From an optimization exercise on the open Yosys and OpenROAD flow, aimed at small area, a short achievable clock period and few clock cycles; shortcuts taken in it are not production practice.
Function was checked by simulation only, so behaviour that the tests miss may differ from the original.
Power and IR drop assume default switching activity.

==> inputs of run A <==
## pissoff_det
module pissoff_det (
    input  wire        clk,
    input  wire        rst,           
    input  wire        cmd_valid,
    output wire        cmd_ready,
    input  wire [31:0] cmd_data,
    input  wire        cmd_timer,     
    output reg         rsp_valid,
    output wire [31:0] rsp_data,
    output wire [3:0]  rsp_fault,
    output reg         adc_req,
    input  wire        adc_valid,
    input  wire [9:0]  adc_data,
    output reg         emit,
    output reg         ind
);
Settings: LEC_CHECK=0, CAP_MARGIN=20, CORE_MARGIN=2, CORE_UTILIZATION=40, CTS_BUF_LIST=sky130_fd_sc_hd__clkbuf_8, SLEW_MARGIN=20; clock period 55.0 ns.
standard.sh (not shown) runs the stock make flow with config.mk's settings and CLKGATE_MAP_FILE= SYNTH_SCRIPT=/design/flow/synth_recipe.tcl, a recipe that flattens the netlist after the stock synthesis.
==> flow/flow/run.sh <==
#!/bin/bash
set -euo pipefail
here=$PWD
R=$here/orfs/results/sky130hd/pissoff_det/base
LIB=$FLOW_HOME/platforms/sky130hd/lib/sky130_fd_sc_hd__tt_025C_1v80.lib
EXTRA=(
  "BUFFER_PORTS_ARGS=-buffer_cell sky130_fd_sc_hd__buf_1"
  "CTS_ARGS=-sink_clustering_enable -repair_clock_nets -buf_list sky130_fd_sc_hd__clkbuf_8 -dont_use_dummy_load"
)
bash standard.sh "${EXTRA[@]}" synth > flow_synth.log 2>&1

cp "$R/1_2_yosys.v" "$here/std_netlist.v"
sed -e "s#@LIB@#$LIB#g" -e "s#@IN@#$here/std_netlist.v#g" -e "s#@OUT@#$here/reopt_netlist.v#g" \
    -e "s#@ABC@#$here/flow/area.abc#g" flow/reopt.ys > reopt_run.ys
# keep the re-mapped netlist only if Yosys proves it equivalent to the
# standard one (flip-flops paired by instance name)
if yosys -s reopt_run.ys > flow_reopt.log 2>&1 &&
   sed -e "s#@LIB@#$LIB#g" -e "s#@IN@#$here/std_netlist.v#g" -e "s#@OUT@#$here/reopt_netlist.v#g" \
       flow/equiv.ys > equiv_run.ys &&
   yosys -s equiv_run.ys > flow_equiv.log 2>&1; then
  cp "$here/reopt_netlist.v" "$R/1_2_yosys.v"
  rm -f "$R/1_synth.odb" "$R/1_synth.sdc"
fi

bash standard.sh "${EXTRA[@]}" finish > flow_finish.log 2>&1
==> flow/flow/area.abc <==
strash
dch
map -a
topo
stime -p
Other scripts of this flow, unchanged in this note and not shown: flow/flow/equiv.ys, flow/flow/reopt.ys
==> run R: changes against run A <==
--- a/flow/design.v
+++ b/flow/design.v
@@ -61,13 +61,13 @@
     reg  [29:0] W;
     assign cmd_ready = rdy;
     assign rsp_data  = {6'd0, W[25:0]};
     assign rsp_fault = W[29:26];
     wire [7:0] c_op    = W[15:8];
     wire [7:0] c_a8    = W[7:0];
-    wire       c_rsvnz = W[16];
+    wire       c_rsvnz = W[16] | W[18];
     wire       c_tmr   = W[17];
     wire op_meas  = (c_op == OP_MEASURE);
     wire op_avg   = (c_op == OP_GET_AVG);
     wire op_start = (c_op == OP_START);
     wire op_stop  = (c_op == OP_STOP);
     wire op_tick  = (c_op == OP_TICK);
@@ -125,38 +125,44 @@
     wire [1:0] c_kind = {op_tick | op_cal, op_avg | op_cal};
     wire [9:0] c_rdata = !c_ok    ? 10'd0 :
                          op_alarm ? {9'd0, alarm} :
                          op_rreg  ? reg_rdata :
                          op_tick  ? {1'b0, thresh} : 10'd0;
     wire take    = adc_req & adc_valid;
-    wire adv     = take | xd;
+    wire adv     = sv | xd;
     wire sc_wrap = (sc == 4'd15);
-    wire [1:0] ph_n = sc_wrap ? {ph == 2'd1, ph == 2'd0} : ph;
+    wire [1:0] ph_nx = {ph == 2'd1, ph == 2'd0};      
+    wire [1:0] ph_n  = sc_wrap ? ph_nx : ph;
     wire iv_inc  = sc_wrap && (ph == 2'd2);
+    wire [1:0] ph_k1 = ((sv && sc >= 4'd14) || (!sv && sc_wrap)) ? ph_nx : ph;
+    wire last16  = sv ? (sc == 4'd14) : sc_wrap;
     wire [13:0] acc_sum;
     wire [9:0]  ovs     = acc[13:4];
     wire [9:0]  df;
     wire        dnb;                                  
     wire        dneg    = !dnb;
     wire [9:0]  ad      = df ^ {10{dneg}};
     wire [13:0] dsum_sum;
     wire [12:0] bsum_sum;
-    pd_add #(14) u_acc  (.a((sc == 4'd1) ? 14'd0 : acc), .b({4'd0, sr}), .ci(1'b0),
-                         .s(acc_sum), .co());
+    wire        e_b  = og && (ph == 2'd1);            
+    wire        e_d  = og && (ph != 2'd1);            
+    pd_add #(14) u_acc  (.a((sv && sc == 4'd0) ? 14'd0 : acc), .b({4'd0, sv ? sr : 10'd0}),
+                         .ci(1'b0), .s(acc_sum), .co());
     pd_add #(10) u_df   (.a(ovs), .b(~sprev), .ci(1'b1), .s(df), .co(dnb));
-    pd_add #(14) u_dsum (.a(((ph == 2'd2) && (iv == 3'd0)) ? 14'd0 : dsum), .b({4'd0, ad}),
-                         .ci(dneg), .s(dsum_sum), .co());
-    pd_add #(13) u_bsum (.a((iv == 3'd0) ? 13'd0 : bsum), .b({3'd0, ovs}), .ci(1'b0),
-                         .s(bsum_sum), .co());
+    pd_add #(14) u_dsum (.a((e_d && (ph == 2'd2) && (iv == 3'd0)) ? 14'd0 : dsum),
+                         .b({4'd0, e_d ? ad : 10'd0}), .ci(e_d && dneg),
+                         .s(dsum_sum), .co());
+    pd_add #(13) u_bsum (.a((e_b && (iv == 3'd0)) ? 13'd0 : bsum), .b({3'd0, e_b ? ovs : 10'd0}),
+                         .ci(1'b0), .s(bsum_sum), .co());
     wire [9:0]  A    = dsum[13:4];                    
     wire [9:0]  head = ~bsum[12:3];                   
     wire [9:0]  dvs  = {head[9:1], head[0] | (bsum[12:3] == 10'h3FF)};
     wire kwin  = sv && run && (iv == 3'd7);
-    wire kload = kwin && (ph == 2'd1) && (sc == 4'd2);
-    wire kmul  = kwin && (ph == 2'd1) && (sc >= 4'd3) && (sc <= 4'd12);
-    wire kdiv  = kwin && (ph == 2'd2) && (sc >= 4'd1) && (sc <= 4'd10);
+    wire kload = kwin && (ph == 2'd1) && (sc == 4'd1);
+    wire kmul  = kwin && (ph == 2'd1) && (sc >= 4'd2) && (sc <= 4'd11);
+    wire kdiv  = kwin && (ph == 2'd2) && (sc <= 4'd9);
     wire xmul  = xd && ((ph == 2'd0) || ((ph == 2'd1) && (sc < 4'd4)));
     wire xopen = (ph == 2'd0) && (sc < 4'd10);
     wire xdiv  = xd && (((ph == 2'd1) && (sc >= 4'd4)) || ((ph == 2'd2) && (sc < 4'd8)));
     wire xdone = xd && (ph == 2'd2) && (sc == 4'd8);
     wire [9:0]  opnd = xd ? (xopen ? A : 10'd0) : dvs;
     wire [10:0] msum;
@@ -166,13 +172,13 @@
     wire [10:0] rp   = {W[29:20], W[19]};
     wire [10:0] dd;
     wire        dge;
     pd_add #(11) u_div (.a(rp), .b(~{1'b0, dv}), .ci(1'b1), .s(dd), .co(dge));
     wire [9:0]  rn   = dge ? dd[9:0] : rp[9:0];
     wire hit;
-    pd_add #(11) u_hit (.a({A, 1'b0}), .b(~{W[19:10], (W[29:20] != 10'd0)}), .ci(1'b1),
+    pd_add #(10) u_hit (.a(A), .b(~W[19:10]), .ci(1'b1),
                         .s(), .co(hit));
     wire        qsat  = (W[19:16] != 4'd0);
     wire        q300  = (W[19:9] != 11'd0) ||
                         (W[8:0] >= 9'd300);
     wire [8:0]  ct5;
     pd_add #(9) u_ct5 (.a(W[8:0]), .b(9'd5), .ci(1'b0), .s(ct5), .co());
@@ -201,20 +207,22 @@
     wire s_ct   = ct_step;
     wire s_ld   = kload || fin_x;
     wire s_mul  = kmul || xmul;
     wire s_div  = kdiv || xdiv;
     wire s_none = !(s_cap || s_dec || s_avg || s_r01 || s_xm || s_ct || s_ld || s_mul || s_div);
     wire s_lo   = s_none || ((s_ld || s_mul || s_div) && !xd);    
-    wire [29:0] keep_m = {{12{s_none || s_cap || s_ct}}, {9{s_none || s_ct}}, 9'd0} |
+    wire [29:0] keep_m = {{11{s_none || s_cap || s_ct}}, {4{s_none || s_ct}}, {6{s_none || s_ct || s_xm}},
+                          {9{s_xm}}} |
                          {20'd0, {10{s_lo}}};
-    wire [29:0] w_cap  = {12'd0, cmd_timer, (cmd_data[23:8] != 16'd0), cmd_data[31:24], cmd_data[7:0]};
+    wire [29:0] w_cap  = {11'd0, (cmd_data[23:16] != 8'd0), cmd_timer, (cmd_data[15:8] != 8'd0),
+                          cmd_data[31:24], cmd_data[7:0]};
     wire [29:0] w_resp = s_dec ? {c_fault, 16'd0, c_rdata} :
                          s_avg ? {20'd0, ovs} :
                          {29'd0, cal_done && !hit};
-    wire [29:0] w_xm   = {4'd0, head, W[15:0] | {16{qsat}}};
-    wire [29:0] w_ld   = {10'd0, fin_x ? 10'd1000 : {1'b0, W[8:0]}, 10'd0};
+    wire [29:0] w_xm   = {4'd0, head, {16{qsat}}};
+    wire [29:0] w_ld   = fin_x ? {10'd0, 10'd1000, 10'd0} : {10'd999, 1'b0, W[8:0], 10'd0};
     wire [29:0] w_mul  = {msum, W[19:11], W[10:1]};
     wire [29:0] w_div  = {rn, W[18:10], xd ? W[9] : dge, W[8:0], dge};
     wire [29:0] w_ct   = {21'd0, ct5};
     wire [29:0] W_next = (keep_m & W) |
                          ({30{s_cap}} & w_cap) |
                          ({30{s_dec || s_avg || s_r01}} & w_resp) |
@@ -223,34 +231,32 @@
                          ({{20{s_ld}}, 10'd0} & w_ld) |
                          ({{20{s_mul}}, {10{s_mul && xd}}} & w_mul) |
                          ({{20{s_div}}, {10{s_div && xd}}} & w_div);
     always @(posedge clk) begin
         sr <= adc_data;
         sv <= take;
-        og <= sv && (sc == 4'd0);
+        og <= sv && sc_wrap;
         fin <= og && (ph == 2'd0) && (iv == 3'd0) && run && (kind != K_AVG);
         if (dec || xdone) begin
             sc <= 4'd0;
             ph <= 2'd0;
             iv <= 3'd0;
         end else if (adv) begin
             sc <= sc + 4'd1;
             ph <= ph_n;
             if (iv_inc) iv <= iv + 3'd1;
         end
-        if (sv) acc <= acc_sum;
-        if (og) begin
-            if (ph == 2'd1) bsum <= bsum_sum;
-            if (ph != 2'd1) dsum <= dsum_sum;
-            if (ph != 2'd0) sprev <= ovs;
-        end
+        acc  <= acc_sum;
+        bsum <= bsum_sum;
+        dsum <= dsum_sum;
+        if (og && (ph != 2'd0)) sprev <= ovs;
         W <= W_next;
         if (take) begin
-            emit <= (ph_n == 2'd1) && (kind != K_AVG);
-            if (sc_wrap && ((kind == K_AVG) ||
-                            ((ph == 2'd2) && (iv == 3'd7) && !keep_sampling)))
+            emit <= (ph_k1 == 2'd1) && (kind != K_AVG);
+            if (last16 && ((kind == K_AVG) ||
+                           ((ph == 2'd2) && (iv == 3'd7) && !keep_sampling)))
                 adc_req <= 1'b0;
         end
         if (dec_meas || cal_more || x_calgo)
             adc_req <= 1'b1;
         if (x_calgo) begin
             cj     <= 5'd0;
--- a/flow/flow/run.sh
+++ b/flow/flow/run.sh
@@ -2,12 +2,14 @@
 set -euo pipefail
 here=$PWD
 R=$here/orfs/results/sky130hd/pissoff_det/base
 LIB=$FLOW_HOME/platforms/sky130hd/lib/sky130_fd_sc_hd__tt_025C_1v80.lib
 EXTRA=(
   "BUFFER_PORTS_ARGS=-buffer_cell sky130_fd_sc_hd__buf_1"
+  "SETUP_SLACK_MARGIN=42.95"
+  "SETUP_MOVE_SEQUENCE=sizeup"
   "CTS_ARGS=-sink_clustering_enable -repair_clock_nets -buf_list sky130_fd_sc_hd__clkbuf_8 -dont_use_dummy_load"
 )
 bash standard.sh "${EXTRA[@]}" synth > flow_synth.log 2>&1
 
 cp "$R/1_2_yosys.v" "$here/std_netlist.v"
 sed -e "s#@LIB@#$LIB#g" -e "s#@IN@#$here/std_netlist.v#g" -e "s#@OUT@#$here/reopt_netlist.v#g" \
==> flow/flow/area.abc (replaced) <==
strash
&get -n
&deepsyn -T 60
&put
dch -f
map -a
topo
stime -p
==> summary of the runs <==
Between run A and run R, the lower setup slack is in run A (gap 280 ps). Of run R and run A, run R has the higher clock skew (gap 4.0 ps). Of run R and run A, run R has the higher first-iteration DRC count (gap about 10%, measured against run A). Sequential share of layout area: run A is higher than run R (1.4 points). Wire length: run R is lower than run A (6.0%). Of run R and run A, run R has the higher maximum frequency (gap 2.3%, measured against run A). In clock-buffer cell count, run A and run R do not differ. Synthesized area: run R is smaller than run A (about 8%). Against run A, the via count of run R is lower by 6.5%. In run A the final area is higher than in run R, by 6.2%. Hold slack: run A is lower than run R (26 ps).
Testbench counts of run A, summed over its fixed seeds: cycles 267,872.
Testbench counts of run R, summed over its fixed seeds: cycles 267,872.

---

==> job 7785 <==
pissoff_det, a different RTL version from the one above (not shown whole).
export LEC_CHECK = 0
export CAP_MARGIN = 20
export CORE_MARGIN = 2
export CORE_UTILIZATION = 40
export CTS_BUF_LIST = sky130_fd_sc_hd__clkbuf_8
export SLEW_MARGIN = 20
create_clock -name core_clock -period 55.0 [get_ports {clk}]
==> flow/flow/run.sh <==
#!/bin/bash
set -euo pipefail
here=$PWD
R=$here/orfs/results/sky130hd/pissoff_det/base
LIB=$FLOW_HOME/platforms/sky130hd/lib/sky130_fd_sc_hd__tt_025C_1v80.lib
EXTRA=(
  "BUFFER_PORTS_ARGS=-buffer_cell sky130_fd_sc_hd__buf_1"
  "SETUP_SLACK_MARGIN=42.95"
  "SETUP_MOVE_SEQUENCE=sizeup,buffer"
  "CTS_ARGS=-sink_clustering_enable -repair_clock_nets -buf_list sky130_fd_sc_hd__clkbuf_8 -dont_use_dummy_load"
)
bash standard.sh "${EXTRA[@]}" synth > flow_synth.log 2>&1

cp "$R/1_2_yosys.v" "$here/std_netlist.v"
sed -e "s#@LIB@#$LIB#g" -e "s#@IN@#$here/std_netlist.v#g" -e "s#@OUT@#$here/reopt_netlist.v#g" \
    -e "s#@ABC@#$here/flow/area.abc#g" flow/reopt.ys > reopt_run.ys
# keep the re-mapped netlist only if Yosys proves it equivalent to the
# standard one (flip-flops paired by instance name)
if yosys -s reopt_run.ys > flow_reopt.log 2>&1 &&
   sed -e "s#@LIB@#$LIB#g" -e "s#@IN@#$here/std_netlist.v#g" -e "s#@OUT@#$here/reopt_netlist.v#g" \
       flow/equiv.ys > equiv_run.ys &&
   yosys -s equiv_run.ys > flow_equiv.log 2>&1; then
  cp "$here/reopt_netlist.v" "$R/1_2_yosys.v"
  rm -f "$R/1_synth.odb" "$R/1_synth.sdc"
fi

bash standard.sh "${EXTRA[@]}" finish > flow_finish.log 2>&1
Other scripts of this flow, unchanged in this note and not shown: flow/flow/area.abc, flow/flow/equiv.ys, flow/flow/reopt.ys
==> job 6285 (differences from job 7785) <==
--- a/flow/design.v
+++ b/flow/design.v
@@ -207,13 +207,13 @@
     wire s_ct   = ct_step;
     wire s_ld   = kload || fin_x;
     wire s_mul  = kmul || xmul;
     wire s_div  = kdiv || xdiv;
     wire s_none = !(s_cap || s_dec || s_avg || s_r01 || s_xm || s_ct || s_ld || s_mul || s_div);
     wire s_lo   = s_none || ((s_ld || s_mul || s_div) && !xd);    
-    wire [29:0] keep_m = {{11{s_none || s_cap || s_ct}}, {3{s_none || s_ct}}, {7{s_none || s_ct || s_xm}},
+    wire [29:0] keep_m = {{11{s_none || s_cap || s_ct}}, {4{s_none || s_ct}}, {6{s_none || s_ct || s_xm}},
                           {9{s_xm}}} |
                          {20'd0, {10{s_lo}}};
     wire [29:0] w_cap  = {11'd0, (cmd_data[23:16] != 8'd0), cmd_timer, (cmd_data[15:8] != 8'd0),
                           cmd_data[31:24], cmd_data[7:0]};
     wire [29:0] w_resp = s_dec ? {c_fault, 16'd0, c_rdata} :
                          s_avg ? {20'd0, ovs} :
--- a/flow/flow/run.sh
+++ b/flow/flow/run.sh
@@ -3,13 +3,13 @@
 here=$PWD
 R=$here/orfs/results/sky130hd/pissoff_det/base
 LIB=$FLOW_HOME/platforms/sky130hd/lib/sky130_fd_sc_hd__tt_025C_1v80.lib
 EXTRA=(
   "BUFFER_PORTS_ARGS=-buffer_cell sky130_fd_sc_hd__buf_1"
   "SETUP_SLACK_MARGIN=42.95"
-  "SETUP_MOVE_SEQUENCE=sizeup,buffer"
+  "SETUP_MOVE_SEQUENCE=sizeup"
   "CTS_ARGS=-sink_clustering_enable -repair_clock_nets -buf_list sky130_fd_sc_hd__clkbuf_8 -dont_use_dummy_load"
 )
 bash standard.sh "${EXTRA[@]}" synth > flow_synth.log 2>&1
 
 cp "$R/1_2_yosys.v" "$here/std_netlist.v"
 sed -e "s#@LIB@#$LIB#g" -e "s#@IN@#$here/std_netlist.v#g" -e "s#@OUT@#$here/reopt_netlist.v#g" \
==> flow_results.org <==
** Status
- The run finished with no timing, DRC or antenna violations.

** Die
- Measured along the x axis, the die boundary spans 147 um.

** Final layout
- Of all the cell area in the finished design, the clock network holds 0.0254.

** Power
- Of the total power, combinational logic draws 0.193.
- P_clk :: 0.0622 mW
- In this run, power in flip-flops and latches comes to around 0.13 mW.

** Timing
- Hold WS :: 0.446 ns
-- figures above: job 6285

==> flow_results.org <==
** Status
- Status :: finished clean

** Timing
- On the final layout, the worst hold slack is 0.466 ns.

** Power
- Seq group :: 0.116 mW
- Leakage power summed over all cells :: 3.52 nW
- The share of total power dissipated in combinational logic is 0.127.
- Power attributed to the clock group is 0.0619 mW.

** Final layout
- ClkCell Share :: 0.0251
- Non-clk invs :: 83

** Die
- The die is 147 um wide.

** Place
- Input and output buffers added on the ports amount to 81.
-- figures above: job 7785

Testbench counts of job 7785, summed over its fixed seeds: cycles 267,872.
Testbench counts of job 6285, summed over its fixed seeds: cycles 267,872.

## afterwards: timing with drivers on the ports
Ports are ideal in the flow. The routed layouts listed here were re-timed in OpenROAD.
Step 1 sets driving cells, clkbuf_16 on the clock port and buf_2 on the other inputs (assumed; they add their load-dependent delay and slew).
Step 2, shift: input delay + t, output delay - t, t = (earliest + latest rising clock arrival at the registers) / 2. This alone moves slack from input paths to output paths.
Three values: ideal ports, drivers, drivers and shift; two values: the first two.
| run | shift t [ns] | slack for setup (ns) | worst slew at a driven data input, ns | cell pins on the clock port's net |
|---|---|---|---|---|
| run A | 0.480 | 42.616 / 42.575 / 42.407 | 0.04 | 1 |
| run R | 0.485 | 42.896 / 42.858 / 42.901 | 0.04 | 1 |
| job 7785 | 0.473 | 42.994 / 42.956 / 42.726 | 0.03 | 1 |
| job 6285 | 0.483 | 42.913 / 42.871 / 42.687 | 0.03 | 1 |
After both steps setup and hold are still met in every run listed. For job 7785, which loses most, drivers alone change the setup slack by -0.038 ns; drivers and shift together by -0.268 ns.
